What follows belongs to an exercise in optimizing a design on an open flow for small area, a short achievable clock period and few clock cycles; a production flow would make more cautious choices.
Function was checked by simulation only, so behaviour that the tests miss may differ from the original.
No activity file was given, so power comes from the tool's default toggle rates.

==> flow/design.v <==
module rspf_deframer #(
    parameter MAX_FRAME   = 132,
    parameter MAX_PAYLOAD = 128
) (
    input  wire       clk,
    input  wire       rst,
    input  wire       in_valid,
    input  wire [7:0] in_data,
    output wire       in_ready,
    output reg        ev_valid,
    input  wire       ev_ready,
    output reg  [2:0] ev_kind,
    output reg  [7:0] ev_data
);
    localparam [2:0] EV_ACK = 3'd1, EV_NACK = 3'd2, EV_INT = 3'd3,
                     EV_REJECT = 3'd4, EV_PKT_BYTE = 3'd5, EV_PKT_END = 3'd6;
    localparam [2:0] C_OK = 3'd0, C_BAD_RLE = 3'd1, C_RAW_DOLLAR = 3'd2,
                     C_OVERSIZE = 3'd3, C_BAD_CK_DIGIT = 3'd4, C_CK_MISMATCH = 3'd5;
    localparam QD = 8;    
    localparam QW = 3;    
    reg [7:0] wp;         
    reg [7:0] fs;         
    reg [7:0] rp;         
    reg [7:0] room;       
    reg [7:0] s0, s1;
    reg       s0v, s1v;
    reg       in_rdy;
    wire      stall;
    wire      pop = s0v && !stall;
    wire      acc = in_valid && in_rdy;
    assign in_ready = in_rdy;
    wire       ld_s0 = pop || !s0v;
    wire [7:0] nb    = s1v ? s1 : in_data;
    wire [6:0] nb_k  = nb[6:0] - 7'd29;       
    reg  [7:0] avail29;                       
    reg       b_dollar, b_hash, b_star, b_brace, b_int, b_sig, b_plus, b_minus;
    reg       b_norm, b_rle, hex_ok;
    reg [3:0] hex_val;
    reg [6:0] b_k;
    reg       run_over;      
    always @(posedge clk) begin
        if (ld_s0) begin
            s0       <= nb;
            b_dollar <= (nb == 8'h24);
            b_hash   <= (nb == 8'h23);
            b_star   <= (nb == 8'h2A);
            b_brace  <= (nb == 8'h7D);
            b_int    <= (nb == 8'h03);
            b_plus   <= (nb == 8'h2B);
            b_minus  <= (nb == 8'h2D);
            b_sig    <= (nb == 8'h2B) || (nb == 8'h2D) || (nb == 8'h03);
            b_norm   <= !(nb == 8'h24 || nb == 8'h23 || nb == 8'h2A || nb == 8'h7D || nb == 8'h03);
            b_rle    <= (nb >= 8'h20 && nb <= 8'h7E);
            hex_ok   <= (nb >= 8'h30 && nb <= 8'h39) || (nb >= 8'h41 && nb <= 8'h46) ||
                        (nb >= 8'h61 && nb <= 8'h66);
            hex_val  <= nb[6] ? nb[3:0] + 4'd9 : nb[3:0];
            b_k      <= nb_k;
            run_over <= ({1'b0, nb_k} > room);
        end
    end
    always @(posedge clk) begin
        if (rst) begin
            s0v    <= 1'b0;
            s1v    <= 1'b0;
            in_rdy <= 1'b0;
        end else begin
            if (ld_s0)
                s0v <= s1v || acc;
            if (ld_s0)
                s1v <= 1'b0;
            else if (acc)
                s1v <= 1'b1;
            in_rdy <= ld_s0 || !(s1v || acc);
        end
    end
    always @(posedge clk)
        if (!ld_s0 && acc)
            s1 <= in_data;
    wire [7:0] b = s0;
    reg [7:0] payload [0:MAX_PAYLOAD-1];
    reg [6:0] w_lo;       
    reg [6:0] w_hi;
    reg       w_wrap;
    reg       w_en;
    reg [8:0]   q [0:QD-1];    
    reg [QW:0]  qwp, qrp;
    wire        q_full  = (qwp[QW] != qrp[QW]) && (qwp[QW-1:0] == qrp[QW-1:0]);
    wire        q_empty = (qwp == qrp);
    reg       st_hunt, st_body, st_esc, st_rle, st_ck1, st_ck2;
    reg [7:0] rx_sum;
    reg       rx_last_ok;
    reg [7:0] rx_last;
    reg [2:0] rx_bad;
    reg [7:0] rx_wire;
    reg       rx_wire_max;   
    reg       rx_hi_ok;      
    reg       room_zero;     
    wire good      = (rx_bad == C_OK);
    wire int_in    = !st_hunt && !st_esc && b_int;       
    wire counted   = st_esc || (!st_hunt && !b_int);
    wire summed    = st_esc || st_rle || (st_body && !b_hash && !b_int);
    wire frame_end = st_ck2 && !b_int;
    wire start     = st_hunt && b_dollar;
    wire lit      = st_esc || (st_body && b_norm);
    wire run      = st_rle && b_rle && rx_last_ok;
    wire st       = lit || run;
    wire st_over  = lit ? room_zero : run_over;
    wire full     = (wp[6:0] == rp[6:0]) && (wp[7] != rp[7]);
    wire run_nospace = ({1'b0, b[6:0]} > avail29);
    wire ck_bad   = !hex_ok || !(rx_hi_ok && hex_val == rx_sum[3:0]);
    wire bad_rle  = (st_body && b_star && !rx_last_ok) || (st_rle && !b_rle);
    wire bad_dol  = st_body && b_dollar;
    wire bad_dig  = (st_ck1 || st_ck2) && !hex_ok;
    wire bad_mis  = st_ck2 && ck_bad;
    wire bad_ovr  = rx_wire_max || (st && st_over);
    wire go_bad   = good && counted && (bad_rle || bad_dol || bad_dig || bad_mis || bad_ovr);
    reg [2:0] cause;
    always @* begin
        if (rx_wire_max)   cause = C_OVERSIZE;
        else if (bad_rle)  cause = C_BAD_RLE;
        else if (bad_dol)  cause = C_RAW_DOLLAR;
        else if (bad_dig)  cause = C_BAD_CK_DIGIT;
        else if (bad_mis)  cause = C_CK_MISMATCH;
        else               cause = C_OVERSIZE;
    end
    wire do_store = st && good && !rx_wire_max && !st_over;
    reg [2:0] end_bad;
    always @* begin
        if (!good)              end_bad = rx_bad;
        else if (rx_wire_max)   end_bad = C_OVERSIZE;
        else if (!hex_ok)       end_bad = C_BAD_CK_DIGIT;
        else if (ck_bad)        end_bad = C_CK_MISMATCH;
        else                    end_bad = C_OK;
    end
    wire push = st_ck2 || (st_hunt && b_sig) || int_in;
    reg [8:0] push_d;
    always @*
        if (st_ck2 && !b_int)
            push_d = (end_bad == C_OK) ? {1'b1, wp} : {1'b0, EV_REJECT, 2'd0, end_bad};
        else if (st_hunt && b_plus)
            push_d = {1'b0, EV_ACK, 5'd0};
        else if (st_hunt && b_minus)
            push_d = {1'b0, EV_NACK, 5'd0};
        else
            push_d = {1'b0, EV_INT, 5'd0};
    assign stall = (push && q_full) ||
                   (lit && full && !room_zero) || (run && run_nospace && !run_over);
    wire [6:0] k     = run ? b_k : 7'd1;
    wire [7:0] wp_st = wp + {1'b0, k};
    wire       adv   = pop && !int_in;
    always @(posedge clk) begin
        if (rst) begin
            st_hunt <= 1'b1;
            st_body <= 1'b0;
            st_esc  <= 1'b0;
            st_rle  <= 1'b0;
            st_ck1  <= 1'b0;
            st_ck2  <= 1'b0;
            wp      <= 8'd0;
        end else begin
            if (adv) begin
                st_hunt <= (st_hunt && !b_dollar) || st_ck2;
                st_body <= start || st_esc || st_rle || (st_body && !b_brace && !b_star && !b_hash);
                st_esc  <= st_body && b_brace;
                st_rle  <= st_body && b_star;
                st_ck1  <= st_body && b_hash;
                st_ck2  <= st_ck1;
            end
            if (pop && (do_store || go_bad))
                wp <= do_store ? wp_st : fs;
        end
    end
    always @(posedge clk) begin
        if (pop && start)
            fs <= wp;
        if (pop && (start || (counted && summed)))
            rx_sum <= start ? 8'd0 : rx_sum + b;
        if (pop && (start || st))
            rx_last_ok <= !start;
        if (pop && lit)
            rx_last <= st_esc ? (b ^ 8'h20) : b;
        if (pop && (start || go_bad))
            rx_bad <= start ? C_OK : cause;
        if (pop && (start || counted)) begin
            rx_wire     <= start ? 8'd1 : rx_wire + 1'b1;
            rx_wire_max <= !start && (rx_wire_max || rx_wire == MAX_FRAME - 1);
        end
        if (pop && st_ck1 && !b_int)
            rx_hi_ok <= hex_ok && (hex_val == rx_sum[7:4]);
        if (pop && (start || do_store)) begin
            room      <= start ? MAX_PAYLOAD : room - {1'b0, k};
            room_zero <= !start && (run ? (room == {1'b0, b_k}) : (room == 8'd1));
        end
    end
    always @(posedge clk) begin
        if (rst)
            w_en <= 1'b0;
        else
            w_en <= pop && do_store;
        w_lo   <= wp[6:0];
        w_hi   <= wp_st[6:0];
        w_wrap <= wp_st[7] != wp[7];
    end
    wire [3:0] glo = w_lo[6:3], ghi = w_hi[6:3];
    wire       same = (glo == ghi) && !w_wrap;    
    reg  [7:0] lo_ge, hi_lt;                       
    reg [15:0] g_in, g_first, g_last, g_only;
    integer    ii;
    always @* begin
        for (ii = 0; ii < 8; ii = ii + 1) begin
            lo_ge[ii] = (ii >= w_lo[2:0]);
            hi_lt[ii] = (ii < w_hi[2:0]);
        end
        for (ii = 0; ii < 16; ii = ii + 1) begin
            g_in[ii]    = w_en && (w_wrap ? (ii > glo || ii < ghi) : (ii > glo && ii < ghi));
            g_first[ii] = w_en && !same && (ii == glo);
            g_last[ii]  = w_en && !same && (ii == ghi);
            g_only[ii]  = w_en && same && (ii == glo);
        end
    end
    genvar gi;
    generate
        for (gi = 0; gi < MAX_PAYLOAD; gi = gi + 1) begin : g_pl
            always @(posedge clk)
                if (g_in[gi/8] || (g_first[gi/8] && lo_ge[gi%8]) || (g_last[gi/8] && hi_lt[gi%8]) ||
                    (g_only[gi/8] && lo_ge[gi%8] && hi_lt[gi%8]))
                    payload[gi] <= rx_last;
        end
    endgenerate
    always @(posedge clk)
        if (push && !q_full)
            q[qwp[QW-1:0]] <= push_d;
    reg         hv;
    reg  [8:0]  qh;
    wire        ld     = hv && (!ev_valid || ev_ready);
    wire        is_pkt = qh[8];
    wire        more   = is_pkt && (rp != qh[7:0]);
    wire        h_take = !hv || (ld && !more);
    reg [7:0]  rl;
    reg [15:0] rm;
    reg [7:0]  rd;
    reg [7:0]  col;
    integer    gj, gg;
    always @* begin
        rd = 8'd0;
        for (gj = 0; gj < 8; gj = gj + 1) begin
            col = 8'd0;
            for (gg = 0; gg < 16; gg = gg + 1)
                col = col | (payload[gg*8+gj] & {8{rm[gg]}});
            rd = rd | (col & {8{rl[gj]}});
        end
    end
    always @(posedge clk) begin
        if (rst) begin
            qwp      <= {(QW+1){1'b0}};
            qrp      <= {(QW+1){1'b0}};
            hv       <= 1'b0;
            rp       <= 8'd0;
            rl       <= 8'd1;
            rm       <= 16'd1;
            ev_valid <= 1'b0;
        end else begin
            if (pop && push)
                qwp <= qwp + 1'b1;
            if (h_take) begin
                hv <= !q_empty;
                if (!q_empty)
                    qrp <= qrp + 1'b1;
            end
            if (ld) begin
                ev_valid <= 1'b1;
                if (more) begin
                    rp <= rp + 1'b1;
                    rl <= {rl[6:0], rl[7]};
                    if (rl[7])
                        rm <= {rm[14:0], rm[15]};
                end
            end else if (ev_ready) begin
                ev_valid <= 1'b0;
            end
        end
    end
    always @(posedge clk)
        if (h_take)
            qh <= q[qrp[QW-1:0]];
    always @(posedge clk)
        avail29 <= rp - wp + 8'd157;
    always @(posedge clk) begin
        if (ld) begin
            ev_kind <= more ? EV_PKT_BYTE : is_pkt ? EV_PKT_END : qh[7:5];
            ev_data <= more ? rd : is_pkt ? 8'd0 : {5'd0, qh[2:0]};
        end
    end
endmodule
clock: 5.5 ns
lec_check: 0
cap_margin: 20
core_margin: 2
core_utilization: 40
cts_cluster_diameter: 80
cts_cluster_size: 22
place_density: 0.6
setup_slack_margin: 2.7
slew_margin: 20
tns_end_percent: 100
run.sh (not shown) runs the stock make flow with config.mk's settings and CLKGATE_MAP_FILE= SYNTH_SCRIPT=/design/flow/synth_recipe.tcl, a recipe that flattens the netlist after the stock synthesis.
The baseline finished with timing, DRC and antenna clean.
Testbench counts at the start, summed over its fixed seeds: cycles 10,100.
Change:
--- a/flow/design.v
+++ b/flow/design.v
@@ -79,7 +79,6 @@
     wire [7:0] b = s0;
     reg [7:0] payload [0:MAX_PAYLOAD-1];
     reg [6:0] w_lo;       
-    reg [6:0] w_hi;
     reg       w_wrap;
     reg       w_en;
     reg [8:0]   q [0:QD-1];    
@@ -198,32 +197,16 @@
         else
             w_en <= pop && do_store;
         w_lo   <= wp[6:0];
-        w_hi   <= wp_st[6:0];
         w_wrap <= wp_st[7] != wp[7];
     end
-    wire [3:0] glo = w_lo[6:3], ghi = w_hi[6:3];
-    wire       same = (glo == ghi) && !w_wrap;    
-    reg  [7:0] lo_ge, hi_lt;                       
-    reg [15:0] g_in, g_first, g_last, g_only;
-    integer    ii;
-    always @* begin
-        for (ii = 0; ii < 8; ii = ii + 1) begin
-            lo_ge[ii] = (ii >= w_lo[2:0]);
-            hi_lt[ii] = (ii < w_hi[2:0]);
-        end
-        for (ii = 0; ii < 16; ii = ii + 1) begin
-            g_in[ii]    = w_en && (w_wrap ? (ii > glo || ii < ghi) : (ii > glo && ii < ghi));
-            g_first[ii] = w_en && !same && (ii == glo);
-            g_last[ii]  = w_en && !same && (ii == ghi);
-            g_only[ii]  = w_en && same && (ii == glo);
-        end
-    end
+    wire [6:0] w_hi = wp[6:0];
     genvar gi;
     generate
         for (gi = 0; gi < MAX_PAYLOAD; gi = gi + 1) begin : g_pl
+            wire ge_lo = (gi[6:4] > w_lo[6:4]) || (gi[6:4] == w_lo[6:4] && gi[3:0] >= w_lo[3:0]);
+            wire ge_hi = (gi[6:4] > w_hi[6:4]) || (gi[6:4] == w_hi[6:4] && gi[3:0] >= w_hi[3:0]);
             always @(posedge clk)
-                if (g_in[gi/8] || (g_first[gi/8] && lo_ge[gi%8]) || (g_last[gi/8] && hi_lt[gi%8]) ||
-                    (g_only[gi/8] && lo_ge[gi%8] && hi_lt[gi%8]))
+                if (w_en && ((ge_lo && !ge_hi) || (w_wrap && (ge_lo || !ge_hi))))
                     payload[gi] <= rx_last;
         end
     endgenerate
@@ -239,15 +222,15 @@
     reg [7:0]  rl;
     reg [15:0] rm;
     reg [7:0]  rd;
-    reg [7:0]  col;
+    reg [7:0]  grp;
     integer    gj, gg;
     always @* begin
         rd = 8'd0;
-        for (gj = 0; gj < 8; gj = gj + 1) begin
-            col = 8'd0;
-            for (gg = 0; gg < 16; gg = gg + 1)
-                col = col | (payload[gg*8+gj] & {8{rm[gg]}});
-            rd = rd | (col & {8{rl[gj]}});
+        for (gg = 0; gg < 16; gg = gg + 1) begin
+            grp = 8'd0;
+            for (gj = 0; gj < 8; gj = gj + 1)
+                grp = grp | (payload[gg*8+gj] & {8{rl[gj]}});
+            rd = rd | (grp & {8{rm[gg]}});
         end
     end
     always @(posedge clk) begin
What happened:
- The new run went through all stages and came out clean
- wire length went down by 11%
- final area fell by about 1.5%
- utilization falls by 1.4 points
- via count drops by about 0.7%
- total power is about the same
- combinational power is higher by 33%
- hold slack gets better by 69 ps
- sequential share of layout area grows by 0.70 points
- first-iteration DRC count is lower by about 9%
- synthesized cell count went up by 10%
Testbench counts after the change, summed over its fixed seeds: cycles 10,100.

==> re-timing with driven ports <==
The results above use ideal ports. As a check the final layouts listed here were re-extracted and re-timed, cells and wires unchanged. Step 1 assumes that a clkbuf_16 drives the clock port and a buf_2 every other input. Step 2 times the ports against the registers' clock, not the clock port: input delays grow and output delays shrink by t, the midpoint of the rising clock arrivals with the driver on. Three values: no drivers, after step 1, after step 2; two values: the first two.
run | t (ns) | slack for setup (ns) | clock arrival spread, ns | worst register clock-pin slew, ns
the first run | 0.742 | 2.615 / 2.615 / 2.135 | 0.044 / 0.044 | 0.10 / 0.10
the second run | 0.741 | 2.658 / 2.658 / 2.123 | 0.026 / 0.026 | 0.09 / 0.09
After both steps every run listed still meets setup and hold. The setup slack of the second run, which loses most, moves by 0.000 ns with the drivers and by -0.535 ns with both steps.
